Context: an optimization exercise on an open-source flow, tuned for small area. The choices shown serve that exercise and are no tape-out recipe.
Function was checked by simulation only, so behaviour that the tests miss may differ from the original.
Power figures rest on the tool's default switching activity, not on a simulated workload.

==> run a <==
// gmbus_aux_edid
module gmbus_aux_edid #(
    parameter int GEN = 2               
) (
    input  logic        clk,
    input  logic        rst,            
    input  logic        req_valid,
    input  logic [1:0]  req_if,         
    input  logic        req_write,
    input  logic [2:0]  req_port,
    input  logic [1:0]  req_wl,         
    input  logic [7:0]  req_off,        
    input  logic [31:0] req_wdata,
    output logic        resp_valid,
    output logic [2:0]  resp_code,
    output logic [63:0] resp_rdata,
    output logic [2:0]  edid_port,
    output logic [7:0]  edid_addr,
    input  logic [31:0] edid_data
);
Settings: LEC_CHECK=0, ABC_AREA=0, CAP_MARGIN=20, CORE_MARGIN=2, CORE_UTILIZATION=65, CTS_CLUSTER_DIAMETER=80, CTS_CLUSTER_SIZE=25, SLEW_MARGIN=20; clock period 14.0 ns.
run.sh (not shown) runs the stock make flow with config.mk's settings and CLKGATE_MAP_FILE= SYNTH_SCRIPT=/design/flow/synth_recipe.tcl, a recipe that flattens the netlist after the stock synthesis.
==> run b: changes against run a <==
==> flow/config.mk (replaced) <==
export PLATFORM = sky130hd
export DESIGN_NAME = gmbus_aux_edid
export DESIGN_NICKNAME = gmbus_aux_edid
export VERILOG_FILES = /design/flow/design.v
export SDC_FILE = /design/flow/constraint.sdc
export NUM_CORES = 4
export LEC_CHECK = 0
export ABC_AREA = 0
export CAP_MARGIN = 20
export CORE_MARGIN = 2
export CORE_UTILIZATION = 65
export CTS_CLUSTER_DIAMETER = 60
export CTS_CLUSTER_SIZE = 20
export SLEW_MARGIN = 20
==> run c: changes against run a <==
--- a/flow/design.v
+++ b/flow/design.v
@@ -34,17 +34,17 @@
   logic        st_inuse, st_wait, st_int, st_rdy, st_satoer, st_active;
   logic [5:0][4:0][31:0] aux_d;       
   logic [5:0][4:0]       d_vld;       
   logic [5:0]  actl_w, actl_r;        
   logic [5:0]  cfg_mon, cfg_dp, cfg_len256;
   logic [5:0][1:0] t_mode;
   logic [5:0]      t_sel, t_avail;
   logic [5:0][8:0] t_cursor;
-  logic [4:1][8:0] t_total;           
+  logic [8:0]      g_total;
   logic        rv_q;
   logic [2:0]  rc_q;
   logic [2:0]  rk_q;
   logic [1:0]  rwl_q;
   logic [2:0]  roff_q;
   logic [2:0]  rport_q;
   logic [2:0]  rreg_q;
   logic        rinuse_q;
@@ -152,19 +152,17 @@
     c_mon = 1'b0; c_dp = 1'b0; c_len256 = 1'b0;
     for (int i = 0; i < 6; i++) begin
       if (rp == 3'(i)) begin
         c_mode = t_mode[i]; c_sel = t_sel[i]; c_avail = t_avail[i];
         c_cursor = t_cursor[i];
         c_mon = cfg_mon[i]; c_dp = cfg_dp[i]; c_len256 = cfg_len256[i];
       end
     end
-    c_total = 9'd0;
-    for (int i = 1; i < 5; i++)
-      if (ctl_port == 3'(i)) c_total = t_total[i];
+    c_total = g_total;
   end
   assign edid_port = rp;
   assign edid_addr = c_cursor[7:0];
   logic [31:0] c_d1;
   logic [7:0]  c_d2hi;
   logic        c_v1, c_v2;
   always_comb begin
     c_d1 = 32'd0; c_d2hi = 8'd0; c_v1 = 1'b0; c_v2 = 1'b0;
@@ -448,21 +446,18 @@
       if (rst) begin
         t_mode[p] <= '0; t_sel[p] <= 1'b0; t_avail[p] <= 1'b0; t_cursor[p] <= '0;
       end else if (wen && wport == 3'(p)) begin
         t_mode[p] <= w_mode; t_sel[p] <= w_sel; t_avail[p] <= w_avail; t_cursor[p] <= w_cursor;
       end else if (clr_all) begin
         t_mode[p] <= '0; t_sel[p] <= 1'b0; t_avail[p] <= 1'b0; t_cursor[p] <= '0;
       end
     end
-    for (int p = 1; p < 5; p++) begin
-      if (rst) t_total[p] <= '0;
-      else if (wen && wport == 3'(p)) t_total[p] <= w_total;
-      else if (clr_all) t_total[p] <= '0;
-    end
+    if (rst || clr_all) g_total <= '0;
+    else if (wen && wport == ctl_port && ctl_ok) g_total <= w_total;
   end
   logic [15:0] status_v;
   assign status_v = {rinuse_q, st_wait, 1'b0, st_int, st_rdy, st_satoer, st_active, 9'd0};
   logic [63:0] cc;
   assign cc = {r_command, r_control};
   logic [7:0] lane_en;                        
   always_comb
     for (int i = 0; i < 8; i++) lane_en[i] = (i < (1 << rwl_q));
==> flow/config.mk (replaced) <==
export PLATFORM = sky130hd
export DESIGN_NAME = gmbus_aux_edid
export DESIGN_NICKNAME = gmbus_aux_edid
export VERILOG_FILES = /design/flow/design.v
export SDC_FILE = /design/flow/constraint.sdc
export NUM_CORES = 4
export LEC_CHECK = 0
export ABC_AREA = 0
export CAP_MARGIN = 20
export CORE_MARGIN = 2
export CORE_UTILIZATION = 65
export CTS_CLUSTER_DIAMETER = 100
export CTS_CLUSTER_SIZE = 25
export SLEW_MARGIN = 20
==> notes <==
- Run a ran to the end with no violations. Run c completed without violations. Run b ran to the end with no violations.
- The lowest routed wire length belongs to run c, the highest to run b.
- Between run b and run c, the lower sequential power is in run c (gap about 2%, measured against run c).
- The lowest register-to-register slack belongs to run c, the highest to run b.
- Setup slack: run c < run a < run b.
- Of run b and run c, run b has the higher clock skew (gap 0.0087 ns).
- The lowest global-route usage belongs to run a, the highest to run c.
- Of run c and run b, run c has the higher combinational power (gap about 4%, measured against run b).
- Die area is the same in run a and run b.
- Between run c and run a, the lower sequential share of layout area is in run a (gap 0.22 points).
- Clock power: run c is smaller than run b (about 30%).
- Total power, lowest first: run c, run a, run b.
==> figures <==
metric	run b	run c	run a
Number of clock sinks	1317	1290	1317
Crit path time final	11.37 ns	12.03 ns	11.40 ns
Routed length on met2	91800 µm	89400 µm	92000 µm
Maximum level of the CTS H-tree	3	2	2
Maximum number of pins on one net before global-route repair	101	87	101
Minimum setup slack among reg-to-reg paths	5.05 ns	4.20 ns	4.94 ns
Number of cells after detailed placement	5624	5583	5624
Required time at the endpoint of the critical path	14.56 ns	14.62 ns	14.56 ns
Mean cell area of the mapped netlist	12.5 µm²	12.3 µm²	12.5 µm²
Clock buf count	108	86	87
Number of synthesized register bits	1317	1290	1317
Non-clock buffer share of cell area	4.26%	4.53%	4.32%
Sequential cell area	36000 µm²	35400 µm²	36000 µm²
Power per unit of standard cell area	118 nW/µm²	107 nW/µm²	108 nW/µm²
Net Sw Power	1.72 mW	1.45 mW	1.50 mW
Final clock period utilization by the worst path	81.2%	85.9%	81.4%
Max Clock Skew	0.0549 ns	0.0462 ns	0.0457 ns
Met2 track demand over resource	69.8%	70.1%	70.2%
Die Ht	298 µm	295 µm	298 µm
Number of nets produced by synthesis	4635	4592	4635
Die Wd	298 µm	295 µm	298 µm
Result of the run	complete, no violations	complete, no violations	complete, no violations
Number of cell rows	107	106	107

## separate check: timing with driven ports
The flow's constraints put no driver on any port. The routed layouts listed below were extracted and timed again, unchanged, in two steps. Step 1 assumes that a clkbuf_16 drives the clock port and a buf_2 every other input. Step 2 times the ports against the registers' clock, not the clock port: input delays grow and output delays shrink by t, the midpoint of the rising clock arrivals with the driver on. a / b / c = ideal / step 1 / step 2; a / b = the first two.
| run | t (ns) | slack for setup (ns) | worst data-port slew with drivers (ns) | pins driven straight from the clock port |
|---|---|---|---|---|
| run a | 0.766 | 2.603 / 2.634 / 1.867 | 0.05 | 1 |
| run b | 0.776 | 2.630 / 2.666 / 1.889 | 0.05 | 1 |
| run c | 0.772 | 1.968 / 2.019 / 1.248 | 0.12 | 1 |
After both steps setup and hold are still met in every run listed. For run b, which loses most, drivers alone change the setup slack by +0.036 ns; drivers and shift together by -0.741 ns.
